Context: an optimization exercise on an open-source flow, tuned for small area, a short achievable clock period and few clock cycles. The choices shown serve that exercise and are no tape-out recipe. Function was not checked in any run shown here: the RTL went through the layout flow alone. Power figures rest on the tool's default switching activity, not on a simulated workload.

===== design/flow/run.sh =====
#!/bin/bash
# synth_recipe.tcl (not shown) runs the flow's synth.tcl, then flattens the netlist and writes it again
# the make line also repeats each setting of config.mk as NAME=value (left out here)
make -C /OpenROAD-flow-scripts/flow DESIGN_CONFIG=/design/flow/config.mk WORK_HOME=/design/flow/orfs CLKGATE_MAP_FILE= SYNTH_SCRIPT=/design/flow/synth_recipe.tcl finish

===== design/flow/config.mk =====
export PLATFORM = sky130hd
export DESIGN_NAME = sfla
export DESIGN_NICKNAME = sfla
export VERILOG_FILES = /design/flow/design.v
export SDC_FILE = /design/flow/constraint.sdc
export NUM_CORES = 4
export LEC_CHECK = 0
export CAP_MARGIN = 20
export CORE_MARGIN = 2
export CORE_UTILIZATION = 50
export SETUP_SLACK_MARGIN = 5
export SLEW_MARGIN = 20

===== design/flow/constraint.sdc =====
create_clock -name core_clock -period 10.0 [get_ports {clk}]
set_input_delay 2.0000 -clock core_clock [delete_from_list [all_inputs] [get_ports {clk}]]
set_output_delay 2.0000 -clock core_clock [all_outputs]
set_load 0.01 [all_outputs]

===== design/flow/design.v =====
module sfla (
    input  wire       clk,
    input  wire       rst,         
    input  wire       cmd_valid,
    output wire       cmd_ready,
    input  wire [7:0] cmd_data,
    input  wire       cmd_last,
    output wire       rsp_valid,
    input  wire       rsp_ready,
    output wire [7:0] rsp_data,
    output wire       rsp_last
);
    localparam [2:0] ST_OK = 3'd0, ST_INVALID_BANK = 3'd1, ST_UNSUP_BANK = 3'd2,
                     ST_UNKNOWN_NAME = 3'd3, ST_NULL_INPUT = 3'd4,
                     ST_MASK_SHORT = 3'd5, ST_NO_FILTER = 3'd6, ST_ILLEGAL = 3'd7;
    localparam [2:0] T_STATUS = 3'd0, T_MATCH = 3'd1, T_FREAD = 3'd2, T_AREAD = 3'd3,
                     T_APPLY = 3'd4, T_LFMT = 3'd5, T_UNK = 3'd6;
    localparam QD = 4;             
    localparam QB = 2;             
    integer i;
    function [7:0] pchar(input [2:0] s, input [2:0] q);
        reg [8*7-1:0] t;
        begin
            case (s)
                3'd0: t = "KILL_  ";
                3'd1: t = "ACCESS_";
                3'd2: t = "EPC_   ";
                3'd3: t = "TID_   ";
                3'd4: t = "USER_  ";
                3'd5: t = "LOCK   ";
                3'd6: t = "UNLOCK ";
                default: t = "PERMA  ";
            endcase
            pchar = t[8*(6-q) +: 8];
        end
    endfunction
    function [2:0] plast(input [2:0] s);    
        case (s)
            3'd0: plast = 3'd4;
            3'd1: plast = 3'd6;
            3'd2: plast = 3'd3;
            3'd3: plast = 3'd3;
            3'd4: plast = 3'd4;
            3'd5: plast = 3'd3;
            3'd6: plast = 3'd5;
            default: plast = 3'd4;
        endcase
    endfunction
    function [7:0] fchar(input [2:0] f, input [3:0] q);
        reg [8*6-1:0] t;
        begin
            case (f)
                3'd0: t = "KILL  ";
                3'd1: t = "ACCESS";
                3'd2: t = "EPC   ";
                3'd3: t = "TID   ";
                default: t = "USER  ";
            endcase
            fchar = t[8*(5-q[2:0]) +: 8];
        end
    endfunction
    function [3:0] flast(input [2:0] f);
        case (f)
            3'd0: flast = 4'd3;
            3'd1: flast = 4'd5;
            3'd2: flast = 4'd2;
            3'd3: flast = 4'd2;
            default: flast = 4'd3;
        endcase
    endfunction
    function [7:0] ochar(input [1:0] o, input [3:0] q);
        reg [8*11-1:0] t;
        begin
            case (o)
                2'd0: t = "LOCK       ";
                2'd1: t = "UNLOCK     ";
                2'd2: t = "PERMALOCK  ";
                default: t = "PERMAUNLOCK";
            endcase
            ochar = t[8*(10-q) +: 8];
        end
    endfunction
    function [3:0] olast(input [1:0] o);
        case (o)
            2'd0: olast = 4'd3;
            2'd1: olast = 4'd5;
            2'd2: olast = 4'd8;
            default: olast = 4'd10;
        endcase
    endfunction
    function [7:0] upcase(input [7:0] b);
        upcase = (b >= 8'h61 && b <= 8'h7A) ? {b[7:6], 1'b0, b[4:0]} : b;
    endfunction
    function [5:0] anext(input [5:0] a);
        anext = (a == 6'd6) ? 6'd32 : a + 6'd1;
    endfunction
    function [QB-1:0] qinc(input [QB-1:0] p);
        qinc = (p == QD - 1) ? {QB{1'b0}} : p + 1'b1;
    endfunction
    reg rst_q;
    always @(posedge clk) rst_q <= rst;
    wire rs = rst_q;
    reg        cr_q;
    reg        in_v, sk_v;
    reg  [7:0] in_d, sk_d, in_uc;
    reg        in_l, sk_l;
    reg        in_fload, in_fread, in_match, in_lclr, in_lacc, in_lget, in_lparse, in_lfmt;
    reg        in_comma, in_flok, in_resv, in_bank0;
    wire       consume;
    wire       in_free = ~in_v | consume;
    wire       fire    = cmd_valid & cr_q;
    wire [7:0] nx_d    = sk_v ? sk_d : cmd_data;
    wire       nx_l    = sk_v ? sk_l : cmd_last;
    assign cmd_ready = cr_q;
    always @(posedge clk) begin
        if (rs) begin
            in_v <= 1'b0;
            sk_v <= 1'b0;
        end else if (in_free) begin
            if (sk_v) begin
                in_v <= 1'b1;
                sk_v <= 1'b0;
            end else
                in_v <= fire;
        end else if (fire)
            sk_v <= 1'b1;
        cr_q <= ~rst & (rs | (in_free ? 1'b1 : ~(sk_v | fire)));
        if (in_free) begin
            in_d      <= nx_d;
            in_l      <= nx_l;
            in_uc     <= upcase(nx_d);
            in_fload  <= nx_d == 8'h01;
            in_fread  <= nx_d == 8'h02;
            in_match  <= nx_d == 8'h03;
            in_lclr   <= nx_d == 8'h10;
            in_lacc   <= nx_d == 8'h11;
            in_lget   <= nx_d == 8'h12;
            in_lparse <= nx_d == 8'h13;
            in_lfmt   <= nx_d == 8'h14;
            in_comma  <= nx_d == 8'h2C;
            in_resv   <= nx_d[7:3] != 5'd0;
            in_bank0  <= nx_d[1:0] == 2'd0;
            in_flok   <= nx_d[7:3] == 5'd0 && nx_d[1:0] != 2'd0;
        end
        if (cr_q) begin
            sk_d <= cmd_data;
            sk_l <= cmd_last;
        end
    end
    reg  [7:0]  fmh [0:6];
    reg  [7:0]  fmm [0:31];
    reg         f_valid;
    reg  [5:0]  f_rl;                  
    reg  [9:0]  d_U0, d_V0;
    reg  [2:0]  d_ur, d_vr;
    reg         d_nz;
    reg         d_end0;                
    reg  [15:0] a_mask, a_act;
    reg  [8*84-1:0] ring;
    reg  [6:0]  ph;
    wire [7:0]  ring_tap = ring[8*84-1 -: 8];
    wire [6:0]  ph_n = (ph == 7'd83) ? 7'd0 : ph + 7'd1;
    reg  [6:0]  pos;
    reg         p0, p1, p4, p7, plt7, ple39, ple62, ple84;
    reg         o_fload, o_fread, o_match, o_lclr, o_lacc, o_lget, o_lparse, o_lfmt;
    reg         written;
    reg  [7:0]  hb1, hb2, hb3;         
    reg         fl_resv, fl_bank0, fl_ok;
    reg  [5:0]  fl_req;
    reg         fl_big;
    reg  [5:0]  fa;                    
    reg         restoring;
    reg  [5:0]  ra;
    reg         fresh;
    reg         rs_any, slot_hit;
    reg  [6:0]  rs_next, s0, tl, rsl;
    reg  [2:0]  dm;                    
    reg  [2:0]  dsid, dq, dfield;
    reg         dperm;
    reg         perr;
    reg  [4:0]  pm;
    reg  [9:0]  pa;
    reg  [7:0]  mA, mB;
    reg  [9:0]  mU, mV;
    reg  [4:0]  midx;
    reg  [1:0]  pf;
    reg         mism;
    reg  [2:0]  qt [0:QD-1];
    reg  [2:0]  qd [0:QD-1];
    reg  [QB-1:0] qw, qr;
    reg  [QB:0] qn;
    reg         q_full, q_any;
    reg  [QB:0] n_fr, n_unk, n_a, n_ap;
    reg         ov, ol;
    reg  [7:0]  od;
    reg         cm;
    reg  [2:0]  ct, cd;
    reg         c_mt, c_fr, c_ar, c_lf, c_uk;    
    reg  [6:0]  ci;
    reg  [2:0]  ff;
    reg  [1:0]  fseg;
    reg  [3:0]  fq;
    assign rsp_valid = ov;
    assign rsp_data  = od;
    assign rsp_last  = ol;
    wire busy_fread = n_fr != 0;
    wire busy_unk   = n_unk != 0;
    wire busy_a     = n_a != 0;
    wire pend_apply = n_ap != 0;
    wire is_fload  = p0 ? in_fload  : o_fload;
    wire is_fread  = p0 ? in_fread  : o_fread;
    wire is_match  = p0 ? in_match  : o_match;
    wire is_lclr   = p0 ? in_lclr   : o_lclr;
    wire is_lacc   = p0 ? in_lacc   : o_lacc;
    wire is_lget   = p0 ? in_lget   : o_lget;
    wire is_lparse = p0 ? in_lparse : o_lparse;
    wire is_lfmt   = p0 ? in_lfmt   : o_lfmt;
    wire f_bank_epc = (fmh[0][1:0] == 2'd1);
    wire f_inv      = fmh[0][2];
    wire        fread_act = cm && c_fr;
    wire        sel_fa    = fread_act || (o_fload && !p0) || restoring;
    wire        e_epc     = in_v && o_match && !p0 && ple62;
    wire        stream    = e_epc && !in_l && pf == 2'd2;
    wire        addr_u0   = !stream && (pf == 2'd0 ||
                            (in_v && in_l && !(pf == 2'd1 && e_epc && p1)));
    wire [4:0]  midx_sel  = stream ? midx :
                            addr_u0 ? d_U0[4:0] : d_U0[4:0] + 5'd1;
    wire [5:0]  paddr     = sel_fa ? fa : {1'b1, midx_sel};
    wire [7:0]  port      = paddr[5] ? fmm[paddr[4:0]] : fmh[paddr[2:0]];
    wire fl_ok_cur = p1 ? in_flok : fl_ok;
    wire rn_fl = o_fload && !p0 && ple39 && fl_ok_cur;
    wire rn_lp = o_lparse && !p0 && ple84 && !in_comma && !perr;
    wire ring_need = in_v && !written && (rn_fl || rn_lp);
    wire ring_ok   = rs_any || slot_hit;
    wire rw        = ring_need && ring_ok;
    wire [7:0] rwd = o_fload ? port : in_d;
    wire [7:0] uc = in_uc;
    reg  [2:0] n_dm, n_dsid, n_dq, n_dfield;
    reg        n_dperm;
    always @(*) begin
        n_dm = 3'd5; n_dsid = dsid; n_dq = dq + 3'd1; n_dfield = dfield; n_dperm = dperm;
        case (dm)
            3'd0: begin
                n_dm = 3'd1; n_dq = 3'd1;
                case (uc)
                    "K": begin n_dsid = 3'd0; n_dfield = 3'd0; end
                    "A": begin n_dsid = 3'd1; n_dfield = 3'd1; end
                    "E": begin n_dsid = 3'd2; n_dfield = 3'd2; end
                    "T": begin n_dsid = 3'd3; n_dfield = 3'd3; end
                    "U": begin n_dsid = 3'd4; n_dfield = 3'd4; end
                    default: n_dm = 3'd5;
                endcase
            end
            3'd1: begin
                if (uc == pchar(dsid, dq)) begin
                    if (dq == plast(dsid))
                        n_dm = (dsid == 3'd7) ? 3'd3 : (dsid[2] && dsid != 3'd4) ? 3'd4 : 3'd2;
                    else
                        n_dm = 3'd1;
                end
            end
            3'd2: begin
                n_dm = 3'd1; n_dq = 3'd1; n_dperm = 1'b0;
                case (uc)
                    "L": n_dsid = 3'd5;
                    "U": n_dsid = 3'd6;
                    "P": n_dsid = 3'd7;
                    default: n_dm = 3'd5;
                endcase
            end
            3'd3: begin
                n_dm = 3'd1; n_dq = 3'd1; n_dperm = 1'b1;
                case (uc)
                    "L": n_dsid = 3'd5;
                    "U": n_dsid = 3'd6;
                    default: n_dm = 3'd5;
                endcase
            end
            default: n_dm = 3'd5;
        endcase
    end
    reg [4:0] f_pm;
    reg [9:0] f_pa;
    always @(*) begin
        f_pm = pm;
        f_pa = pa;
        f_pm[dfield] = 1'b1;
        f_pa[2*dfield +: 2] = {dsid != 3'd6, dperm};
    end
    wire [15:0] mwin = {mA, mB};
    reg  [7:0]  mvalid, mbit;
    integer b;
    always @(*) begin
        for (b = 0; b < 8; b = b + 1) begin
            mbit[b]   = mwin[15 - (d_ur + b)];
            mvalid[b] = (!mU[9] || (mU == 10'h3FF && ({1'b0, d_ur} + b >= 8))) &&
                        ((!mV[9] && mV != 10'd0) || (mV == 10'd0 && b < d_vr));
        end
    end
    wire [7:0] erev = {in_d[0], in_d[1], in_d[2], in_d[3], in_d[4], in_d[5], in_d[6], in_d[7]};
    wire       mism_byte = |(mvalid & (erev ^ mbit));
    wire       end_ok_e  = !d_nz || mV[9] || mV == 10'd0 || (mV == 10'd1 && d_vr == 3'd0);
    wire       m_r       = p0 ? (d_end0 ^ f_inv)
                              : ((!(mism || mism_byte) && end_ok_e) ^ f_inv);
    wire [15:0] nfull = {fmh[5], in_d};
    wire fl_short = p7 ? (nfull != 16'd0)
                       : (fl_big || ({1'b0, pos[5:0]} - 7'd7 < {1'b0, fl_req}));
    wire lp_tok_acc = !in_comma && (n_dm == 3'd4);
    reg  [2:0] c_st, c_t;
    always @(*) begin
        c_st = ST_OK; c_t = T_STATUS;
        if (is_fload) begin
            if (plt7 || !ple39 || fl_resv) c_st = ST_ILLEGAL;
            else if (fl_bank0)             c_st = ST_INVALID_BANK;
            else if (fl_short)             c_st = ST_MASK_SHORT;
        end else if (is_fread) begin
            if (!p0)            c_st = ST_ILLEGAL;
            else if (!f_valid)  c_st = ST_NO_FILTER;
            else                c_t  = T_FREAD;
        end else if (is_match) begin
            if (!ple62)           c_st = ST_ILLEGAL;
            else if (!f_valid)    c_st = ST_NO_FILTER;
            else if (!f_bank_epc) c_st = ST_UNSUP_BANK;
            else                  c_t  = T_MATCH;
        end else if (is_lclr) begin
            if (!p0) c_st = ST_ILLEGAL;
        end else if (is_lacc) begin
            if (!p4) c_st = ST_ILLEGAL;
        end else if (is_lget) begin
            if (!p0) c_st = ST_ILLEGAL; else c_t = T_AREAD;
        end else if (is_lparse) begin
            if (!ple84)                               c_st = ST_ILLEGAL;
            else if (p0)                              c_st = ST_NULL_INPUT;
            else if (perr || !lp_tok_acc) begin c_st = ST_UNKNOWN_NAME; c_t = T_UNK; end
            else                                      c_t  = T_APPLY;
        end else if (is_lfmt) begin
            if (!p0) c_st = ST_ILLEGAL; else c_t = T_LFMT;
        end else
            c_st = ST_ILLEGAL;
    end
    wire [2:0] c_d = (c_t == T_MATCH) ? {2'b00, m_r} : c_st;
    wire c_modA = (p0 && in_lclr) || (!p0 && o_lacc && p4);
    wire stall =
        (p0 && in_fload  && (busy_fread || busy_unk)) ||
        (p0 && in_lparse && (pend_apply || busy_unk)) ||
        (ring_need && !ring_ok) ||
        (e_epc && (busy_fread || (p1 && pf != 2'd2))) ||
        (in_l && (q_full || (c_modA && busy_a))) ||
        restoring || fresh;
    assign consume = in_v && !stall;
    wire commit = consume && in_l;
    wire fl_fail_restore = is_fload && !p0 && fl_ok_cur && c_st != ST_OK;
    wire       load = !ov || rsp_ready;
    wire [4:0] lf;
    assign lf[0] = &a_mask[9:8];
    assign lf[1] = &a_mask[7:6];
    assign lf[2] = &a_mask[5:4];
    assign lf[3] = &a_mask[3:2];
    assign lf[4] = &a_mask[1:0];
    function [1:0] lop(input [1:0] v);       
        case (v)
            2'b10: lop = 2'd0;
            2'b00: lop = 2'd1;
            2'b11: lop = 2'd2;
            default: lop = 2'd3;
        endcase
    endfunction
    reg  [1:0] fop;
    always @(*) begin
        case (ff)
            3'd0: fop = lop(a_act[9:8]);
            3'd1: fop = lop(a_act[7:6]);
            3'd2: fop = lop(a_act[5:4]);
            3'd3: fop = lop(a_act[3:2]);
            default: fop = lop(a_act[1:0]);
        endcase
    end
    reg  [2:0] lane_first, lane_next;
    always @(*) begin
        lane_first = 3'd5;
        lane_next  = 3'd5;
        for (i = 4; i >= 0; i = i - 1) begin
            if (lf[i]) lane_first = i[2:0];
            if (lf[i] && i > ff) lane_next = i[2:0];
        end
    end
    wire [7:0] fmt_c = (fseg == 2'd0) ? fchar(ff, fq) :
                       (fseg == 2'd1) ? 8'h5F :
                       (fseg == 2'd2) ? ochar(fop, fq) : 8'h2C;
    wire       fmt_oend = (fseg == 2'd2) && (fq == olast(fop));
    wire       fmt_end  = fmt_oend && lane_next == 3'd5;
    reg  [7:0] abyte;
    always @(*) begin
        case (ci[1:0])
            2'd1: abyte = a_mask[15:8];
            2'd2: abyte = a_mask[7:0];
            2'd3: abyte = a_act[15:8];
            default: abyte = a_act[7:0];
        endcase
    end
    wire [7:0] nb = ({8{c_mt}} & {7'd0, cd[0]}) |
                    ({8{c_fr}} & port) |
                    ({8{c_ar}} & abyte) |
                    ({8{c_lf}} & fmt_c) |
                    ({8{c_uk}} & ring_tap);
    wire       nl = c_mt | (c_fr & (ci[5:0] == f_rl)) | (c_ar & ci[2]) |
                    (c_lf & fmt_end) | (c_uk & (ci == tl));
    wire [2:0] ht = qt[qr];
    wire [2:0] hd = qd[qr];
    wire       unk_wait = c_uk && ph != rsl;
    wire       pop = load && !cm && q_any;
    wire       adv = load && cm && !unk_wait;
    wire       do_apply = pop && ht == T_APPLY;
    wire       a_done = (adv && nl && (c_ar || c_lf)) || (pop && ht == T_LFMT && lf == 5'd0);
    wire [31:0] fP = {fmh[1], fmh[2], fmh[3], fmh[4]};
    wire [15:0] fN = {fmh[5], fmh[6]};
    wire [11:0] du  = 12'd32 - {1'b0, fP[10:0]};
    wire [12:0] dv  = {4'd0, fN[8:0]} + {2'd0, fP[10:0]} - 13'd32;
    wire [9:0]  nV0 = ((|fP[31:11]) || (|fN[15:9])) ? 10'd511 : dv[12:3];
    always @(posedge clk) begin
        d_U0   <= (|fP[31:11]) ? 10'h300 : {{1{du[11]}}, du[11:3]};
        d_ur   <= du[2:0];
        d_V0   <= nV0;
        d_vr   <= dv[2:0];
        d_nz   <= (fN != 16'd0);
        d_end0 <= (fN == 16'd0) || nV0[9] || (nV0 == 10'd0 && dv[2:0] == 3'd0);
        ring <= {ring[8*83-1:0], rw ? rwd : ring_tap};
        ph   <= rs ? 7'd0 : ph_n;
    end
    always @(posedge clk) begin
        if (rs) begin
            pos       <= 7'd0;
            p0        <= 1'b1;
            p1        <= 1'b0;
            p4        <= 1'b0;
            p7        <= 1'b0;
            plt7      <= 1'b1;
            ple39     <= 1'b1;
            ple62     <= 1'b1;
            ple84     <= 1'b1;
            written   <= 1'b0;
            restoring <= 1'b0;
            fresh     <= 1'b0;
            pf        <= 2'd0;
            f_valid   <= 1'b0;
            rs_any    <= 1'b1;
        end else begin
            fresh <= 1'b0;
            written <= consume ? 1'b0 : (written | rw);
            slot_hit <= rw || (ph_n == rs_next);
            if (rw) begin
                if (rs_any) begin
                    s0 <= ph;
                    tl <= 7'd1;
                end else
                    tl <= tl + 7'd1;
                rs_next <= ph_n;
                rs_any  <= 1'b0;
            end
            if (consume) begin
                if (in_l) begin
                    pos   <= 7'd0;
                    p0    <= 1'b1;
                    p1    <= 1'b0;
                    p4    <= 1'b0;
                    p7    <= 1'b0;
                    plt7  <= 1'b1;
                    ple39 <= 1'b1;
                    ple62 <= 1'b1;
                    ple84 <= 1'b1;
                end else begin
                    if (pos != 7'd127) pos <= pos + 7'd1;
                    p0    <= 1'b0;
                    p1    <= pos == 7'd0;
                    p4    <= pos == 7'd3;
                    p7    <= pos == 7'd6;
                    plt7  <= pos < 7'd6;
                    ple39 <= pos < 7'd39;
                    ple62 <= pos < 7'd62;
                    ple84 <= pos < 7'd84;
                end
            end
            if (consume && p0) begin
                o_fload  <= in_fload;  o_fread <= in_fread; o_match <= in_match;
                o_lclr   <= in_lclr;   o_lacc  <= in_lacc;  o_lget  <= in_lget;
                o_lparse <= in_lparse; o_lfmt  <= in_lfmt;
                if (in_lparse || in_fload) begin
                    rs_any <= 1'b1;
                    tl     <= 7'd0;
                end
                if (in_lparse) begin
                    dm   <= 3'd0;
                    perr <= 1'b0;
                    pm   <= 5'd0;
                    pa   <= 10'd0;
                end
                mism     <= 1'b0;
                mU       <= d_U0;
                mV       <= d_V0;
                midx     <= d_U0[4:0] + 5'd2;
            end
            if (in_v && o_fload && p1) begin
                fl_resv  <= in_resv;
                fl_bank0 <= in_bank0;
                fl_ok    <= in_flok;
            end
            if (in_v && o_fload && p7) begin
                fl_big <= nfull > 16'd256;
                fl_req <= ({1'b0, fmh[5][0], in_d} + 10'd7) >> 3;
            end
            if (in_v && o_lacc && p1)        hb1 <= in_d;
            if (in_v && o_lacc && pos == 7'd2) hb2 <= in_d;
            if (in_v && o_lacc && pos == 7'd3) hb3 <= in_d;
            if (consume && o_lparse && !p0 && ple84 && !perr) begin
                if (in_comma) begin
                    if (dm == 3'd4) begin
                        pm     <= f_pm;
                        pa     <= f_pa;
                        dm     <= 3'd0;
                        rs_any <= 1'b1;
                        tl     <= 7'd0;
                    end else
                        perr <= 1'b1;
                end else begin
                    dm <= n_dm; dsid <= n_dsid; dq <= n_dq; dfield <= n_dfield; dperm <= n_dperm;
                end
            end
            if (consume && e_epc) begin
                mism <= mism | mism_byte;
                mU   <= mU + 10'd1;
                mV   <= mV - 10'd1;
            end
            if (commit) begin
                if (is_fload || sel_fa) pf <= 2'd0;
                else begin
                    pf <= 2'd1;
                    mA <= port;
                end
            end else if (consume && e_epc) begin
                mA   <= mB;
                mB   <= port;
                midx <= midx + 5'd1;
            end else if (!sel_fa && !fresh) begin
                if (pf == 2'd0) begin
                    mA <= port;
                    pf <= 2'd1;
                end else if (pf == 2'd1 && !addr_u0) begin
                    mB <= port;
                    pf <= 2'd2;
                end
            end
            if (commit) begin
                if (is_fload && c_st == ST_OK) begin
                    f_valid <= 1'b1;
                    f_rl    <= pos[5:0];
                    if (p7) fresh <= 1'b1;
                end
                if (fl_fail_restore) begin
                    restoring <= 1'b1;
                    ra        <= 6'd0;
                end
                if (is_lparse && c_t == T_APPLY) begin
                    pm <= f_pm;
                    pa <= f_pa;
                end
            end
            if (restoring && ph == rsl) begin
                ra <= anext(ra);
                if (anext(ra) == fa) begin
                    restoring <= 1'b0;
                    fresh     <= 1'b1;
                end
            end
        end
    end
    wire       fm_we = restoring ? (ph == rsl) : (rw && o_fload);
    wire [5:0] fm_wa = restoring ? ra : fa;
    wire [7:0] fm_wd = restoring ? ring_tap : in_d;
    genvar gk;
    generate
        for (gk = 0; gk < 7; gk = gk + 1) begin : g_fmh
            always @(posedge clk)
                if (fm_we && fm_wa == gk) fmh[gk] <= fm_wd;
        end
        for (gk = 0; gk < 32; gk = gk + 1) begin : g_fmm
            always @(posedge clk)
                if (fm_we && fm_wa == 32 + gk) fmm[gk] <= fm_wd;
        end
    endgenerate
    always @(posedge clk) begin
        if (rs) begin
            a_mask <= 16'd0;
            a_act  <= 16'd0;
        end else if (commit && c_modA) begin
            if (p0) begin
                a_mask <= 16'd0;
                a_act  <= 16'd0;
            end else begin
                a_mask <= a_mask | {hb1, hb2};
                a_act  <= (a_act & ~{hb1, hb2}) | ({hb3, in_d} & {hb1, hb2});
            end
        end else if (do_apply) begin
            a_mask <= {6'd0, {2{pm[0]}}, {2{pm[1]}}, {2{pm[2]}}, {2{pm[3]}}, {2{pm[4]}}};
            a_act  <= {6'd0, pa[1:0], pa[3:2], pa[5:4], pa[7:6], pa[9:8]};
        end
    end
    wire c_isa = (c_t == T_AREAD) || (c_t == T_APPLY) || (c_t == T_LFMT);
    always @(posedge clk) begin
        if (rs) begin
            qw    <= {QB{1'b0}};
            qr    <= {QB{1'b0}};
            qn    <= {(QB+1){1'b0}};
            q_full <= 1'b0;
            q_any  <= 1'b0;
            n_fr  <= 0;
            n_unk <= 0;
            n_a   <= 0;
            n_ap  <= 0;
        end else begin
            if (commit) begin
                qt[qw] <= c_t;
                qd[qw] <= c_d;
                qw     <= qinc(qw);
            end
            if (pop) qr <= qinc(qr);
            if (commit && !pop) begin
                qn     <= qn + 1'b1;
                q_full <= qn == QD - 1;
                q_any  <= 1'b1;
            end else if (pop && !commit) begin
                qn     <= qn - 1'b1;
                q_full <= 1'b0;
                q_any  <= qn != 1;
            end
            n_fr  <= n_fr  + (commit && c_t == T_FREAD) - (adv && nl && c_fr);
            n_unk <= n_unk + (commit && c_t == T_UNK)
                           - ((adv && nl && c_uk) || (pop && ht == T_UNK && tl == 7'd0));
            n_a   <= n_a   + (commit && c_isa) - a_done;
            n_ap  <= n_ap  + (commit && c_t == T_APPLY) - do_apply;
        end
    end
    always @(posedge clk) begin
        if (rst || rs) begin
            ov <= 1'b0;
            cm <= 1'b0;
        end else if (load) begin
            if (cm) begin
                if (unk_wait)
                    ov <= 1'b0;
                else begin
                    ov <= 1'b1;
                    od <= nb;
                    ol <= nl;
                    ci <= ci + 7'd1;
                    if (nl) cm <= 1'b0;
                    if (c_lf) begin
                        case (fseg)
                            2'd0: if (fq == flast(ff)) fseg <= 2'd1; else fq <= fq + 4'd1;
                            2'd1: begin fseg <= 2'd2; fq <= 4'd0; end
                            2'd2: if (fmt_oend) fseg <= 2'd3; else fq <= fq + 4'd1;
                            default: begin fseg <= 2'd0; fq <= 4'd0; ff <= lane_next; end
                        endcase
                    end
                end
            end else if (q_any) begin
                ov <= 1'b1;
                ct <= ht;
                cd <= hd;
                c_mt <= ht == T_MATCH;
                c_fr <= ht == T_FREAD;
                c_ar <= ht == T_AREAD || ht == T_APPLY;
                c_lf <= ht == T_LFMT;
                c_uk <= ht == T_UNK;
                ci <= 7'd1;
                case (ht)
                    T_STATUS: begin od <= {5'd0, hd}; ol <= 1'b1; cm <= 1'b0; end
                    T_UNK:    begin od <= 8'h03; ol <= (tl == 7'd0); cm <= (tl != 7'd0); end
                    T_LFMT:   begin od <= 8'h00; ol <= (lf == 5'd0); cm <= (lf != 5'd0); end
                    default:  begin od <= 8'h00; ol <= 1'b0; cm <= 1'b1; end
                endcase
                ff   <= lane_first;
                fseg <= 2'd0;
                fq   <= 4'd0;
            end else
                ov <= 1'b0;
        end
    end
    always @(posedge clk) begin
        if (consume && p0 && in_fload)
            fa <= 6'd0;
        else if (rw && o_fload)
            fa <= anext(fa);
        else if (pop && ht == T_FREAD)
            fa <= 6'd0;
        else if (adv && c_fr)
            fa <= anext(fa);
    end
    always @(posedge clk) begin
        if (commit && fl_fail_restore)
            rsl <= (rw && rs_any) ? ph : s0;
        else if (restoring && ph == rsl)
            rsl <= (rsl == 7'd83) ? 7'd0 : rsl + 7'd1;
        else if (pop && ht == T_UNK)
            rsl <= s0;
        else if (adv && c_uk)
            rsl <= (rsl == 7'd83) ? 7'd0 : rsl + 7'd1;
    end
endmodule

==> results.cfg, run 1 <==
[cells_and_area]
drive_gt1_share_pct = 10.9
final_core_util_pct = 56.9
num-nets-final = 3924
antenna_cells = 0
layout_common_cells = dfxtp_1 (794), edfxtp_1 (551), nor2_1 (252), nand2_1 (238), a21oi_1 (168)
area_delta_synth_final_pct = 12.8
fin_cells = 5184
final_area_sq_um = 54100
layout_commonest_cell = dfxtp_1

[pwr]
power_leakage_nw = 20.0
ir_drop_mv = 0.172
power_density_nw_per_um2 = 217
power_mw = 11.8

[sta]
maxSlewViolCount = 0
setup_viol = 0
fin_crit_sh_pct = 48.3
slew_headroom_pct = 16.9
fin_skew_ps = 22.6
setup_ws_ps = 5170
min_period_ps = 4830
fmax_mhz = 207
whs_ps = 308
finalHoldViolCount = 0
rsz0062_at_grt = no
fin_setup_tns_ps = 0
tightest_slew_ps = 1210

[floorplanning]
die_area_sq_um = 98400
rows = 113
io_pins = 24
die_h_um = 314
core-area_sq_um = 95000
fp.dieW_um = 314
initial_core_util_pct = 50.5

[worst_setup_path]
end_kind = register
rrSetupSlack_ps = 5170
crit_path_max_fanout = 31
critPathTopFamily = compound AO/OA/AOI/OAI gates
worstPathCellList = nand2b_1 > nand2_2 > a21oi_1 > a22oi_4 > buf_4 > nor3_4 > buf_4 > and3_1 > a2111oi_0 > nand4_1 > and4bb_1 > o32ai_1
path_class = register to register
crit_buf_inv = 2
critical_path_arrival_ps = 5300
startpoint_type = register
path_common_cell = buf_4
crit_required_ps = 10460
crit_slowest_cell = a2111oi_0
slowest_delay_ps = 770

[synthesis]
yosys_warnings = 3
synth_area_sq_um = 48000
synth_top_flop_cell = dfxtp_1
ys_types = 107
ys_ff_latch = 1346
syn_area_per_cell_sq_um = 12.8
async_reset_ff_share_pct = 0
syn_nets = 3871
synth_edf_count = 551
seq_area_frac_synth_pct = 67.7
syn_inst = 3758

[place]
dpl-instance-area_sq_um = 49500
place_ws_ps = 4860
place_hpwl_mm = 78.7
portBuffers = 23
place_congestion = 0.944
dp.cells = 4932

[global_route]
track_usage_pct = 24.1
grt.overflow.total = 0
grt_antenna_before_repair = 4
grt_pass1_vias = 28553
grt_pass1_wl_mm = 179
grt_max_degree = 57

[detailed_routing]
wl_mm = 119
antenna_left = 0
drt_first_pass_iters = 7
post_drt_wl_per_cell_um = 22.9
drc = 0
drtIter0Drc = 3622
vias_per_cell = 5.79
dr_total_vias = 30023

[clock_network]
clock_path_buffers = 3
clockRootBuffer = clkbuf_16
clk_pin_slew_ps = 60
clock_latency_ps = 750
cts_tree = done
numCtsBuffers = 136
htreeDepth = 4
clkSinkCount = 1346

[hold_path]
hold_path_class = register to register

[job]
cap_viol_max_count = 0

[status]
outcome = finished clean
[cell type report]
cell class                 instances  area (sq um)
inverter                         147           552
multi-input combinational       2097         14300
clock buffer                     185          3820
tap                             1265          1580
clock inverter                    61           672
sequential                      1346         32500
timing repair buffer              83           681
fill                            7772         40900
[cell usage after synthesis (15+ instances only)]
master	instances	area (sq um)
mux4_2	26	586
nor2_1	267	1000
nand2b_1	27	169
a31oi_1	32	200
edfxtp_1	551	16500
o21a_1	16	120
a221oi_1	27	236
dfxtp_1	795	15900
nand4_1	38	238
nor4_1	22	138
and3_1	43	269
a222oi_1	18	180
nor3b_1	24	180
mux2i_1	61	611
xnor2_1	82	718
nand3_1	106	531
inv_1	144	541
mux2_2	23	259
a22o_1	22	193
o22ai_1	18	113
clkbuf_1	101	379
a211oi_1	23	173
buf_6	15	169
nand2_1	240	901
o21ai_0	155	776
a32oi_1	16	140
a21oi_1	169	846
nor2b_1	24	150
and2_1	18	113
ha_1	95	1190
o31ai_1	22	165
a22oi_1	30	225
buf_2	29	145
xor2_1	59	517
nor3_1	102	510
[flip-flops by register name, summed over array words and instances, names as in the netlist, 9 cells and up, named ones only]
name / count
ring: 672
fmm: 256
fmh: 56
a_act: 16
a_mask: 16
qd: 12
qt: 12
d_V0: 10
mU: 10
mV: 10
pa: 10
d_U0: 9
[metal layers]
| metal | global-route usage (%) | routed length (um) | vias up |
|---|---|---|---|
| met4 | 11.8 | 5810 | 2 |
| met5 | 0 | 12 | - |
| met3 | 5.29 | 9980 | 322 |
| li1 | - | - | 13823 |
| met2 | 36.2 | 52300 | 1394 |
| met1 | 33.1 | 50700 | 14482 |
[kinds of logic after synthesis]
family	after synthesis	synth area share, %
DFF	1346	67.7
buffers and inverters	315	2.87
muxes	112	3.09
and+or+nand+nor	1005	10.4
AOI/OAI and AO/OA	739	10.7
xor gates and xnor gates	141	2.57
adders and majority gates	100	2.69
[worst paths after layout]
check	cells after the start	endpoint	startpoint
worst max-delay path	12	od[7]$_SDFFCE_PN0P_	o_fload$_DFFE_PP_
worst min register to register	0	ring[566]$_DFF_P_	ring[558]$_DFF_P_
worst max register to register	12	od[7]$_SDFFCE_PN0P_	o_fload$_DFFE_PP_
worst min-delay path	0	ring[566]$_DFF_P_	ring[558]$_DFF_P_
[worst reg2reg max path: cells and delay by family (launching register included)]
family,cells,cell delay (ps)
buffers and inverters,2,800
AO/OA/AOI/OAI,4,1540
flip-flops,1,710
AND/OR/NAND/NOR,6,1510
[repair_timing]
item | CTS | global route
gates cloned | 0 | 0
resized for setup | 4 | 17
setup buffers | 0 | 4
hold buffers | 0 | 0
endpoints found under the setup margin | 18 | 137
[power by group]
group          internal, mW  switching, mW
logic                 0.265          0.599
clock network          2.92           2.10
registers              5.79         0.0916
==> inputs of run 2 (changes only) <==
--- a/design/flow/config.mk
+++ b/design/flow/config.mk
@@ -10,2 +10,4 @@
 export CORE_UTILIZATION = 50
+export CTS_CLUSTER_DIAMETER = 70
+export CTS_CLUSTER_SIZE = 25
 export SETUP_SLACK_MARGIN = 5
==> results.cfg, run 2 <==
[status]
outcome = finished clean

[worst_setup_path]
crit_path_max_fanout = 33
path_class = register to register
critical_path_arrival_ps = 5300
cp.depth = 12
reg2reg_depth = 12
end_kind = register
worstPathCellList = buf_4 > a21oi_1 > nand2_2 > a221oi_4 > buf_4 > nor2_2 > buf_4 > and3_1 > a2111oi_0 > nand4_1 > and4bb_1 > o32ai_1
crit_slowest_cell = a2111oi_0
startpoint_type = register
slowest_delay_ps = 830
critPathTopFamily = compound AO/OA/AOI/OAI gates
crit_buf_inv = 3
crit_required_ps = 10410
path_common_cell = buf_4

[hold_path]
hold_path_class = register to register
whs_path_depth = 0

[cells_and_area]
final_area_sq_um = 52100
multiInputGateArea_sq_um = 14300
layout_commonest_cell = dfxtp_1
num-nets-final = 3861
reg.largest.list = ring (672), fmm (256), fmh (56)
top_register = ring
fin_cells = 5063
final_core_util_pct = 54.8
layout_common_cells = dfxtp_1 (794), edfxtp_1 (551), nor2_1 (252), nand2_1 (237), a21oi_1 (168)
drive_gt1_share_pct = 8.82
nFillCells = 7931
largest_register_ffs = 672
area_delta_synth_final_pct = 8.56
seqCellArea_sq_um = 32500

[synthesis]
synth_edf_count = 551
synth_top_cell_by_area = edfxtp_1
synth_area_sq_um = 48000
syn_inst = 3758
synth.top_cell.area_share_pct = 34.5
syn_nets = 3871
ys_ff_latch = 1346
yosys_warnings = 3
syn_area_per_cell_sq_um = 12.8
async_reset_ff_share_pct = 0
synth_top_flop_cell = dfxtp_1
synthTopCellsByCount = dfxtp_1 (795), edfxtp_1 (551), nor2_1 (267)
ys_types = 107
seq_area_frac_synth_pct = 67.7
synth.area.top_cells = edfxtp_1 (34%), dfxtp_1 (33%), ha_1 (2.5%)
yosysMostFrequentCell = dfxtp_1

[detailed_routing]
drc = 0
vias_per_cell = 5.83
wl_mm = 117
post_drt_wl_per_cell_um = 23.1
dr_total_vias = 29541
drt_first_pass_iters = 7
antenna_left = 0
drtIter0Drc = 3646

[global_route]
track_usage_pct = 23.6
grt.overflow.total = 0
grt_antenna_before_repair = 3
grt_max_degree = 57
grt_pass1_vias = 27758
grt_pass1_wl_mm = 176

[place]
place_congestion = 0.944
place_ws_ps = 4860
dpl-instance-area_sq_um = 49500
place_hpwl_mm = 78.7
portBuffers = 23
dp.cells = 4932

[sta]
setup_viol = 0
fmax_mhz = 204
rsz0062_at_grt = no
fin_skew_ps = 26.4
maxSlewViolCount = 0
min_period_ps = 4890
fin_crit_sh_pct = 48.9
fin_setup_tns_ps = 0
slew_headroom_pct = 20.0
whs_ps = 321
tightest_slew_ps = 1200
setup_ws_ps = 5110
finalHoldViolCount = 0

[clock_network]
clk_pin_slew_ps = 90
clock_latency_ps = 680
cts_hold_buf = 0
htreeDepth = 3
numCtsBuffers = 74
cts_tree = done
clockRootBuffer = clkbuf_16
clkSinkCount = 1346
clock_path_buffers = 3

[pwr]
power_mw = 10.2
ir_drop_mv = 0.146
power_leakage_nw = 19.0
power_density_nw_per_um2 = 195

[floorplanning]
io_pins = 24
fp.dieW_um = 314
initial_core_util_pct = 50.5
core-area_sq_um = 95000
die_h_um = 314
rows = 113
die_area_sq_um = 98400

[job]
cap_viol_max_count = 0
run 2: cell counts after synthesis:
Identical to the previous run, type by type.
run 2: routing by layer:
layer / global-route usage, % / share of wire (%) / vias to the layer above / wire length, um
met3: 4.50 / 8.1 / 299 / 9540
li1: - / - / 13642 / -
met2: 35.7 / 44 / 1317 / 51300
met5: 0 / 0.010 / - / 12
met4: 11.1 / 5.1 / 2 / 5990
met1: 32.9 / 43 / 14281 / 50300
run 2: logic make-up after synthesis:
kind of cell	share of synthesized area [%]
AO/OA/AOI/OAI	10.7
XOR/XNOR	2.57
adder cells (fa/ha/maj)	2.69
buffers and inverters	2.87
flip-flops	67.7
multiplexers	3.09
AND/OR/NAND/NOR	10.4
run 2: worst paths after layout:
check	slack, ps	to	from
setup / recovery	5110	od[7]$_SDFFCE_PN0P_	cm$_SDFFE_PN0N_
hold / removal	320	ring[433]$_DFF_P_	ring[425]$_DFF_P_
setup reg to reg	5110	od[7]$_SDFFCE_PN0P_	cm$_SDFFE_PN0N_
hold reg to reg	320	ring[433]$_DFF_P_	ring[425]$_DFF_P_
run 2: power by group:
part	total [mW]	switching [mW]	leakage [nW]	internal [mW]
registers	5.87	0.0916	11.5	5.78
logic	0.862	0.597	6.30	0.266
clock network	3.42	1.84	1.21	1.58
total	10.2	2.53	19.0	7.62
run 2: final cells by class:
| class | instances | share of cell area [%] |
|---|---|---|
| Antenna cell | 1 | 0.00481 |
| Clock buffer | 92 | 3.87 |
| Multi-Input combinational cell | 2097 | 27.5 |
| Sequential cell | 1346 | 62.3 |
| Clock inverter | 33 | 0.884 |
| Timing Repair Buffer | 82 | 1.29 |
| Inverter | 147 | 1.07 |
| Tap cell | 1265 | 3.04 |
run 2: what timing repair did:
action                     CTS  global route
buffers inserted             0             4
setup endpoints to repair   24           142
gates resized for setup      5            19
==> inputs of run 3 (changes only) <==
==> design/flow/flow/run.sh (new file) <==
#!/bin/bash
# Standard ORFS layout, with repair_timing aiming well past the clock period
# (a larger setup slack margin); the clock and constraints are unchanged.
set -euo pipefail
bash standard.sh SETUP_SLACK_MARGIN=7 finish > orfs_make.log 2>&1
==> design/flow/standard.sh (new file) <==
#!/bin/bash
# synth_recipe.tcl (not shown) runs the flow's synth.tcl, then flattens the netlist and writes it again
# the make line also repeats each setting of config.mk as NAME=value (left out here)
make -C /OpenROAD-flow-scripts/flow DESIGN_CONFIG=/design/flow/config.mk WORK_HOME=/design/flow/orfs CLKGATE_MAP_FILE= SYNTH_SCRIPT=/design/flow/synth_recipe.tcl "${@:-finish}"
--- a/design/flow/config.mk
+++ b/design/flow/config.mk
@@ -10,5 +10,2 @@
 export CORE_UTILIZATION = 50
-export CTS_CLUSTER_DIAMETER = 70
-export CTS_CLUSTER_SIZE = 25
-export SETUP_SLACK_MARGIN = 5
 export SLEW_MARGIN = 20
removed: design/flow/run.sh
==> results.cfg, run 3 <==
[sta]
slew_headroom_pct = 22.7
finalHoldViolCount = 0
setup_viol = 0
fin_skew_ps = 39.2
rsz0062_at_grt = yes
fin_crit_sh_pct = 39.9
fmax_mhz = 251
maxSlewViolCount = 0
tightest_slew_ps = 1160
fin_setup_tns_ps = 0
min_period_ps = 3990
whs_ps = 296

[clock_network]
clkSinkCount = 1346
cts_hold_buf = 0
cts_tree = done
clk_pin_slew_ps = 60
clock_latency_ps = 760
htreeDepth = 4
numCtsBuffers = 136
clock_path_buffers = 3
clockRootBuffer = clkbuf_16

[job]
cap_viol_max_count = 0

[synthesis]
syn_inst = 3758
synth_edf_count = 551
syn_area_per_cell_sq_um = 12.8
yosys_warnings = 3
synth_top_cell_by_area = edfxtp_1
yosysMostFrequentCell = dfxtp_1
ys_ff_latch = 1346
ys_types = 107
synth_area_sq_um = 48000
async_reset_ff_share_pct = 0
syn_nets = 3871
synth.top_cell.area_share_pct = 34.5
seq_area_frac_synth_pct = 67.7
synth_top_flop_cell = dfxtp_1
synth.area.top_cells = edfxtp_1 (34%), dfxtp_1 (33%), ha_1 (2.5%)
synthTopCellsByCount = dfxtp_1 (795), edfxtp_1 (551), nor2_1 (267)

[detailed_routing]
dr_total_vias = 32189
drtIter0Drc = 3968
antenna_left = 0
wl_mm = 134
drc = 0
vias_per_cell = 5.90
post_drt_wl_per_cell_um = 24.5
drt_first_pass_iters = 8

[global_route]
grt_pass1_vias = 29988
track_usage_pct = 25.7
grt_pass1_wl_mm = 190
grt_max_degree = 57
grt.overflow.total = 0
grt_antenna_before_repair = 2

[worst_setup_path]
path_class = register to register
path_common_cell = ha_4
crit_slowest_cell = mux4_2
crit_path_max_fanout = 4
crit_required_ps = 10610
slowest_delay_ps = 550
end_kind = register
worstPathCellList = mux4_2 > mux2i_4 > buf_12 > ha_4 > xor2_1 > nand3_1 > nor4b_4 > buf_4 > a31oi_4 > nor2b_4 > a32o_2 > ha_4 > inv_2 > ha_4 > inv_2 > fa_2 > xor2_2 > xnor2_1 > nor2_1
startpoint_type = register
critical_path_arrival_ps = 4590

[cells_and_area]
nFillCells = 7258
num-nets-final = 4190
largest_register_ffs = 672
top_register = ring
layout_commonest_cell = dfxtp_1
reg.largest.list = ring (672), fmm (256), fmh (56)
area_delta_synth_final_pct = 24.2
layout_common_cells = dfxtp_1 (775), edfxtp_1 (551), nand2_1 (219), nor2_1 (217), buf_4 (208)
drive_gt1_share_pct = 24.4

[floorplanning]
die_h_um = 314
die_area_sq_um = 98400
core-area_sq_um = 95000
fp.dieW_um = 314
initial_core_util_pct = 50.5
io_pins = 24
rows = 113

[pwr]
clock_power_share_pct = 41.4
power_leakage_nw = 22.2
power_mw = 12.2
combPwrFrac_pct = 10.5
internal_power_mw = 9.16
power_density_nw_per_um2 = 205
ir_drop_mv = 0.165
p_sw_mw = 3.05
switching_share_pct = 25.0
seq_power_share_pct = 48.2

[place]
place_hpwl_mm = 80.9
portBuffers = 23
place_congestion = 0.965

[status]
outcome = finished clean

[hold_path]
hold_path_class = register to register
-- run 3: cell counts after synthesis --
Identical to the previous run, type by type.
-- run 3: cell type report --
type | instances | area [sq um] | share of cell area [%]
Inverter | 147 | 573 | 0.962
Sequential cell | 1346 | 32500 | 54.6
Clock buffer | 197 | 4070 | 6.83
Clock inverter | 53 | 485 | 0.815
Antenna cell | 1 | 2.50 | 0.00420
Tap cell | 1265 | 1580 | 2.66
Timing Repair Buffer | 339 | 3650 | 6.13
Multi-Input combinational cell | 2107 | 16700 | 28.0
-- run 3: repair_timing --
item	4_1_cts	5_1_grt
pin swaps	73	124
setup buffers	128	123
resized for setup	379	256
endpoints found under the setup margin	588	539
gates cloned	10	18
-- run 3: per-layer routing --
metal,GRT usage [%],wire length [um]
met1,35.8,54800
met2,38.5,58800
met3,5.98,13400
met4,11.4,6450
met5,0,9
-- run 3: worst max-delay path: cells and delay by family (launching register included) --
family,cells,cell delay [ps]
mux,2,790
fa+ha+maj,4,880
simple gates,4,590
compound gates,2,280
buf+inv,4,420
xor+xnor,3,480
flops,1,390
-- run 3: logic make-up after synthesis --
kind of cell,count (synthesis),synth area share [%]
AOI/OAI and AO/OA,739,10.7
DFF,1346,67.7
and+or+nand+nor,1005,10.4
xor gates and xnor gates,141,2.57
muxes,112,3.09
buffers and inverters,315,2.87
adders and majority gates,100,2.69
-- run 3: power by group through the flow --
| stage | Clock (mW) | Sequential (mW) | Combinational [mW] |
|---|---|---|---|
| after floorplan | 0 | 5.94 | 0.585 |
| final | 5.05 | 5.88 | 1.28 |
| after global placement | 0 | 6.00 | 0.861 |
| after CTS | 5.15 | 5.88 | 0.999 |
| after global routing | 5.38 | 5.89 | 1.30 |
| after detailed placement | 0 | 6.00 | 0.860 |
-- run 3: worst paths after layout --
path                                         from                  end  slack (ps)  cells past startpoint
worst max register to register    ff[0]$_DFFE_PP_  n_unk[2]$_SDFF_PP0_        6010                     19
worst min register to register  ring[109]$_DFF_P_    ring[117]$_DFF_P_         300                      0
worst min-delay path            ring[109]$_DFF_P_    ring[117]$_DFF_P_         300                      0
worst max-delay path              ff[0]$_DFFE_PP_  n_unk[2]$_SDFF_PP0_        6010                     19
-- run 3: metrics by stage --
stage / instance area [sq um] / utilization (%) / worst slack (ps) / instances
global route: 59600 / 62.7 / 5820 / 5454
global placement: 49600 / 52.3 / 5150 / 4925
finish: 59600 / 62.7 / 6010 / 5455
floorplan: 48300 / - / 5980 / 3758
detailed placement: 49600 / 52.3 / 5070 / 4925
CTS: 56900 / 59.9 / 5860 / 5313
==> inputs of run 4 (changes only) <==
--- a/design/flow/design.v
+++ b/design/flow/design.v
@@ -17,4 +17,4 @@
                      T_APPLY = 3'd4, T_LFMT = 3'd5, T_UNK = 3'd6;
-    localparam QD = 4;             
-    localparam QB = 2;             
+    localparam QD = 6;             
+    localparam QB = 3;             
     integer i;
@@ -170,2 +170,3 @@
     reg         fl_big;
+    reg  [7:0]  frb;
     reg  [5:0]  fa;                    
@@ -178,2 +179,4 @@
     reg  [2:0]  dsid, dq, dfield;
+    reg  [7:0]  dexp;                  
+    reg         dlast;                 
     reg         dperm;
@@ -184,2 +187,4 @@
     reg  [9:0]  mU, mV;
+    reg         uge0, um1, vge1, v0, v1;    
+    reg         d_uge0, d_um1, d_vge1, d_v0, d_v1;
     reg  [4:0]  midx;
@@ -199,3 +204,5 @@
     reg  [6:0]  ci;
-    reg  [2:0]  ff;
+    reg  [2:0]  ff, fln;
+    reg  [1:0]  fop;
+    reg  [3:0]  ffl, fol;
     reg  [1:0]  fseg;
@@ -254,4 +261,4 @@
             3'd1: begin
-                if (uc == pchar(dsid, dq)) begin
-                    if (dq == plast(dsid))
+                if (uc == dexp) begin
+                    if (dlast)
                         n_dm = (dsid == 3'd7) ? 3'd3 : (dsid[2] && dsid != 3'd4) ? 3'd4 : 3'd2;
@@ -295,4 +302,4 @@
             mbit[b]   = mwin[15 - (d_ur + b)];
-            mvalid[b] = (!mU[9] || (mU == 10'h3FF && ({1'b0, d_ur} + b >= 8))) &&
-                        ((!mV[9] && mV != 10'd0) || (mV == 10'd0 && b < d_vr));
+            mvalid[b] = (uge0 || (um1 && ({1'b0, d_ur} + b >= 8))) &&
+                        (vge1 || (v0 && b < d_vr));
         end
@@ -301,3 +308,3 @@
     wire       mism_byte = |(mvalid & (erev ^ mbit));
-    wire       end_ok_e  = !d_nz || mV[9] || mV == 10'd0 || (mV == 10'd1 && d_vr == 3'd0);
+    wire       end_ok_e  = !d_nz || !vge1 || (v1 && d_vr == 3'd0);
     wire       m_r       = p0 ? (d_end0 ^ f_inv)
@@ -307,3 +314,4 @@
                        : (fl_big || ({1'b0, pos[5:0]} - 7'd7 < {1'b0, fl_req}));
-    wire lp_tok_acc = !in_comma && (n_dm == 3'd4);
+    wire lp_tok_acc = !in_comma && dm == 3'd1 && (dsid == 3'd5 || dsid == 3'd6) &&
+                      dlast && uc == dexp;
     reg  [2:0] c_st, c_t;
@@ -367,21 +375,21 @@
     endfunction
-    reg  [1:0] fop;
-    always @(*) begin
-        case (ff)
-            3'd0: fop = lop(a_act[9:8]);
-            3'd1: fop = lop(a_act[7:6]);
-            3'd2: fop = lop(a_act[5:4]);
-            3'd3: fop = lop(a_act[3:2]);
-            default: fop = lop(a_act[1:0]);
+    function [1:0] fopf(input [2:0] f);
+        case (f)
+            3'd0: fopf = lop(a_act[9:8]);
+            3'd1: fopf = lop(a_act[7:6]);
+            3'd2: fopf = lop(a_act[5:4]);
+            3'd3: fopf = lop(a_act[3:2]);
+            default: fopf = lop(a_act[1:0]);
         endcase
-    end
-    reg  [2:0] lane_first, lane_next;
-    always @(*) begin
-        lane_first = 3'd5;
-        lane_next  = 3'd5;
-        for (i = 4; i >= 0; i = i - 1) begin
-            if (lf[i]) lane_first = i[2:0];
-            if (lf[i] && i > ff) lane_next = i[2:0];
+    endfunction
+    function [2:0] lnext(input [2:0] f);
+        integer j;
+        begin
+            lnext = 3'd5;
+            for (j = 4; j >= 0; j = j - 1)
+                if (lf[j] && (f == 3'd7 || j > f)) lnext = j[2:0];
         end
-    end
+    endfunction
+    wire [2:0] lane_first = lnext(3'd7);
+    wire [2:0] fnew  = cm ? fln : lane_first;
     wire [7:0] fmt_c = (fseg == 2'd0) ? fchar(ff, fq) :
@@ -389,4 +397,4 @@
                        (fseg == 2'd2) ? ochar(fop, fq) : 8'h2C;
-    wire       fmt_oend = (fseg == 2'd2) && (fq == olast(fop));
-    wire       fmt_end  = fmt_oend && lane_next == 3'd5;
+    wire       fmt_oend = (fseg == 2'd2) && (fq == fol);
+    wire       fmt_end  = fmt_oend && fln == 3'd5;
     reg  [7:0] abyte;
@@ -401,3 +409,3 @@
     wire [7:0] nb = ({8{c_mt}} & {7'd0, cd[0]}) |
-                    ({8{c_fr}} & port) |
+                    ({8{c_fr}} & frb) |
                     ({8{c_ar}} & abyte) |
@@ -413,3 +421,2 @@
     wire       do_apply = pop && ht == T_APPLY;
-    wire       a_done = (adv && nl && (c_ar || c_lf)) || (pop && ht == T_LFMT && lf == 5'd0);
     wire [31:0] fP = {fmh[1], fmh[2], fmh[3], fmh[4]};
@@ -418,5 +425,6 @@
     wire [12:0] dv  = {4'd0, fN[8:0]} + {2'd0, fP[10:0]} - 13'd32;
+    wire [9:0]  nU0 = (|fP[31:11]) ? 10'h300 : {{1{du[11]}}, du[11:3]};
     wire [9:0]  nV0 = ((|fP[31:11]) || (|fN[15:9])) ? 10'd511 : dv[12:3];
     always @(posedge clk) begin
-        d_U0   <= (|fP[31:11]) ? 10'h300 : {{1{du[11]}}, du[11:3]};
+        d_U0   <= nU0;
         d_ur   <= du[2:0];
@@ -426,2 +434,7 @@
         d_end0 <= (fN == 16'd0) || nV0[9] || (nV0 == 10'd0 && dv[2:0] == 3'd0);
+        d_uge0 <= !nU0[9];
+        d_um1  <= nU0 == 10'h3FF;
+        d_vge1 <= !nV0[9] && nV0 != 10'd0;
+        d_v0   <= nV0 == 10'd0;
+        d_v1   <= nV0 == 10'd1;
         ring <= {ring[8*83-1:0], rw ? rwd : ring_tap};
@@ -499,2 +512,7 @@
                 mV       <= d_V0;
+                uge0     <= d_uge0;
+                um1      <= d_um1;
+                vge1     <= d_vge1;
+                v0       <= d_v0;
+                v1       <= d_v1;
                 midx     <= d_U0[4:0] + 5'd2;
@@ -525,2 +543,4 @@
                     dm <= n_dm; dsid <= n_dsid; dq <= n_dq; dfield <= n_dfield; dperm <= n_dperm;
+                    dexp  <= pchar(n_dsid, n_dq);
+                    dlast <= n_dq == plast(n_dsid);
                 end
@@ -531,2 +551,7 @@
                 mV   <= mV - 10'd1;
+                uge0 <= uge0 | um1;
+                um1  <= mU == 10'h3FE;
+                vge1 <= vge1 & ~v1;
+                v0   <= v1;
+                v1   <= mV == 10'd2;
             end
@@ -606,3 +631,11 @@
     end
-    wire c_isa = (c_t == T_AREAD) || (c_t == T_APPLY) || (c_t == T_LFMT);
+    function [QB:0] cnt(input [QB:0] n, input up, input dn);
+        cnt = (up && !dn) ? n + 1'b1 : (dn && !up) ? n - 1'b1 : n;
+    endfunction
+    wire taken_last = ov && ol && rsp_ready;
+    wire lp_body = !p0 && o_lparse && ple84;
+    wire inc_fr  = p0 && in_fread && f_valid;
+    wire inc_unk = lp_body && (perr || !lp_tok_acc);
+    wire inc_ap  = lp_body && !perr && lp_tok_acc;
+    wire inc_a   = p0 && (in_lget || in_lfmt);
     always @(posedge clk) begin
@@ -634,7 +667,6 @@
             end
-            n_fr  <= n_fr  + (commit && c_t == T_FREAD) - (adv && nl && c_fr);
-            n_unk <= n_unk + (commit && c_t == T_UNK)
-                           - ((adv && nl && c_uk) || (pop && ht == T_UNK && tl == 7'd0));
-            n_a   <= n_a   + (commit && c_isa) - a_done;
-            n_ap  <= n_ap  + (commit && c_t == T_APPLY) - do_apply;
+            n_fr  <= cnt(n_fr,  commit && inc_fr,            taken_last && c_fr);
+            n_unk <= cnt(n_unk, commit && inc_unk,           taken_last && c_uk);
+            n_a   <= cnt(n_a,   commit && (inc_a || inc_ap), taken_last && (c_ar || c_lf));
+            n_ap  <= cnt(n_ap,  commit && inc_ap,            do_apply);
         end
@@ -657,6 +689,10 @@
                         case (fseg)
-                            2'd0: if (fq == flast(ff)) fseg <= 2'd1; else fq <= fq + 4'd1;
+                            2'd0: if (fq == ffl) fseg <= 2'd1; else fq <= fq + 4'd1;
                             2'd1: begin fseg <= 2'd2; fq <= 4'd0; end
                             2'd2: if (fmt_oend) fseg <= 2'd3; else fq <= fq + 4'd1;
-                            default: begin fseg <= 2'd0; fq <= 4'd0; ff <= lane_next; end
+                            default: begin
+                                fseg <= 2'd0; fq <= 4'd0;
+                                ff <= fnew; fop <= fopf(fnew); ffl <= flast(fnew);
+                                fol <= olast(fopf(fnew)); fln <= lnext(fnew);
+                            end
                         endcase
@@ -680,3 +716,4 @@
                 endcase
-                ff   <= lane_first;
+                ff <= fnew; fop <= fopf(fnew); ffl <= flast(fnew);
+                fol <= olast(fopf(fnew)); fln <= lnext(fnew);
                 fseg <= 2'd0;
@@ -693,5 +730,9 @@
         else if (pop && ht == T_FREAD)
-            fa <= 6'd0;
+            fa <= 6'd1;
         else if (adv && c_fr)
             fa <= anext(fa);
+        if (pop && ht == T_FREAD)
+            frb <= fmh[0];
+        else if (adv && c_fr)
+            frb <= port;
     end
--- a/design/flow/config.mk
+++ b/design/flow/config.mk
@@ -10,2 +10,4 @@
 export CORE_UTILIZATION = 50
+export CTS_CLUSTER_DIAMETER = 70
+export CTS_CLUSTER_SIZE = 25
 export SLEW_MARGIN = 20
==> results.cfg, run 4 <==
[synthesis]
synthTopCellsByCount = dfxtp_1 (808), edfxtp_1 (596), nor2_1 (303)
async_reset_ff_share_pct = 0
synth_edf_count = 596
seq_area_frac_synth_pct = 67.5
synth_area_sq_um = 50500
syn_inst = 4009
yosysMostFrequentCell = dfxtp_1
syn_area_per_cell_sq_um = 12.6
ys_ff_latch = 1404
ys_types = 104
synth.area.top_cells = edfxtp_1 (35%), dfxtp_1 (32%), ha_1 (2.6%)
syn_nets = 4130
synth.top_cell.area_share_pct = 35.5
yosys_warnings = 3
synth_top_flop_cell = dfxtp_1
synth_top_cell_by_area = edfxtp_1

[cells_and_area]
num-nets-final = 4486
top_register = ring
layout_commonest_cell = dfxtp_1
reg.largest.list = ring (672), fmm (256), fmh (56)
drive_gt1_share_pct = 25.8
layout_common_cells = dfxtp_1 (780), edfxtp_1 (596), nor2_1 (247), nand2_1 (244), buf_4 (240)
area_delta_synth_final_pct = 23.2
final_area_sq_um = 62200
largest_register_ffs = 672

[detailed_routing]
post_drt_wl_per_cell_um = 24.8
dr_total_vias = 34314
drtIter0Drc = 3985
drc = 0
antenna_left = 0
drt_first_pass_iters = 6
vias_per_cell = 5.99
wl_mm = 142

[clock_network]
numCtsBuffers = 78
clock_path_buffers = 3
clockRootBuffer = clkbuf_16
clock_latency_ps = 710
cts_tree = done
htreeDepth = 3
clk_pin_slew_ps = 90
cts_hold_buf = 0
clkSinkCount = 1404

[floorplanning]
die_area_sq_um = 104000
rows = 116
die_h_um = 322
io_pins = 24
core-area_sq_um = 100000
fp.dieW_um = 322
initial_core_util_pct = 50.4

[global_route]
track_usage_pct = 26.4
grt_pass1_vias = 31891
grt_max_degree = 57
grt.overflow.total = 0
grt_antenna_before_repair = 6
grt_pass1_wl_mm = 205

[place]
portBuffers = 23
place_congestion = 0.946
dpl-instance-area_sq_um = 52500
place_hpwl_mm = 86.5

[worst_setup_path]
rrSetupSlack_ps = 6180
end_kind = register
startpoint_type = register
path_class = register to register
reg2reg_depth = 17
reg2reg_from = p0$_SDFFE_PP1N_
crit_required_ps = 10630
crit_path_max_fanout = 6
critical_path_arrival_ps = 4450
r2r-end = ring[1]$_DFF_P_

[pwr]
ir_drop_mv = 0.179
internal_power_mw = 8.11
power_density_nw_per_um2 = 174
power_leakage_nw = 22.7
seq_power_share_pct = 56.7
p_sw_mw = 2.71
clock_power_share_pct = 33.3
power_mw = 10.8
combPwrFrac_pct = 10.0
switching_share_pct = 25.0

[sta]
setup_viol = 0
tightest_slew_ps = 1160
maxSlewViolCount = 0
fin_crit_sh_pct = 38.2
rsz0062_at_grt = yes
min_period_ps = 3820
fin_skew_ps = 48.4
fin_setup_tns_ps = 0
slew_headroom_pct = 22.5
finalHoldViolCount = 0
fmax_mhz = 262

[hold_path]
hp-start = ring[231]$_DFF_P_
worstHoldEndpoint = ring[239]$_DFF_P_
hold_path_class = register to register
whs_path_depth = 0

[job]
cap_viol_max_count = 0

[status]
outcome = finished clean
## run 4: worst max-delay path, stage by stage, from the launching register on
cell	delay (ps)
dfxtp_2	340
buf_12	130
nand4b_1	270
buf_6	210
o22a_4	270
mux2i_4	300
a21oi_4	120
buf_12	150
buf_8	120
nor2_1	480
o21ai_0	200
a311o_1	390
buf_4	170
buf_4	120
nand2_2	90
o21ai_4	110
buf_4	150
o21ai_1	130
## run 4: kinds of logic after synthesis
group           after synthesis  synth area share, %
simple gates               1115                 10.7
buf+inv                     308                 2.43
fa+ha+maj                   109                 2.77
flops                      1404                 67.5
compound gates              788                 10.5
mux                         140                 3.57
xor+xnor                    145                 2.52
## run 4: per-layer routing
layer / wire length (um) / share of wire [%] / global-route usage [%]
met3: 15800 / 11 / 6.68
met5: 11 / 0.0077 / 0
met1: 59900 / 42 / 38.0
met4: 4900 / 3.5 / 8.83
met2: 61400 / 43 / 39.0
## run 4: area by class of cell
cell class	count	area, sq um
multi-input combinational	2300	18100
fill	7670	38000
clock inverter	39	573
clock buffer	98	2070
sequential	1404	34100
tap	1298	1620
antenna	4	10.0
inverter	133	534
timing repair buffer	448	5130
## run 4: repair_timing
item | in CTS | in global routing
cloned | 17 | 8
pin swaps | 152 | 161
endpoints found under the setup margin | 716 | 578
buffers inserted | 230 | 121
gates resized for setup | 502 | 291
## run 4: through the flow
step | setup slack, ps | utilization [%] | cells | hold WS (ps)
floorplan | 5760 | - | 4009 | 310
global placement | 5190 | 52.4 | 5206 | 310
detailed placement | 5170 | 52.5 | 5207 | 312
CTS | 6190 | 59.6 | 5591 | 317
global route | 6110 | 62.1 | 5720 | 318
finish | 6180 | 62.1 | 5724 | 314
## run 4: power groups by stage
stage                     Combinational (mW)  Sequential [mW]  Clock (mW)
after floorplan                        0.527             6.21           0
after global placement                 0.743             6.26           0
after detailed placement               0.746             6.26           0
after CTS                              0.953             6.13        3.70
after global routing                    1.12             6.14        3.90
final                                   1.08             6.13        3.60
## run 4: worst max-delay path by stage
stage | from | endpoint | slack [ps]
after global placement | rsp_ready | fa[2]$_SDFFE_PP0P_ | 5190
after CTS | p0$_SDFFE_PP1N_ | mA[3]$_DFFE_PP_ | 6190
after global routing | o_match$_DFFE_PP_ | mA[1]$_DFFE_PP_ | 6110
final | p0$_SDFFE_PP1N_ | ring[1]$_DFF_P_ | 6180
after detailed placement | o_fload$_DFFE_PP_ | frb[0]$_DFFE_PP_ | 5170
after floorplan | rsp_ready | n_ap[3]$_SDFFE_PP0P_ | 5760

-- separate check: timing with driven ports --
No port has a modelled driver above. Below, the same layouts with a new extraction and two added sets of constraints.
Step 1 sets driving cells, clkbuf_16 on the clock port and buf_2 on the other inputs (assumed; they add their load-dependent delay and slew).
Step 2 times the ports against the registers' clock, not the clock port: input delays grow and output delays shrink by t, the midpoint of the rising clock arrivals with the driver on.
Slacks: no drivers / after step 1 / after step 2; pairs: no drivers / after step 1.
run	shift t [ns]	setup WS [ns]	clock arrival spread, ns
run 1	0.807	5.167 / 5.167 / 4.830	0.029 / 0.029
run 2	0.740	5.106 / 5.106 / 4.838	0.026 / 0.027
run 3	0.815	6.013 / 6.013 / 5.599	0.040 / 0.040
run 4	0.752	6.183 / 6.183 / 5.825	0.049 / 0.049
After both steps setup and hold are still met in every run listed. For run 3, which loses most, drivers alone change the setup slack by 0.000 ns; drivers and shift together by -0.414 ns.
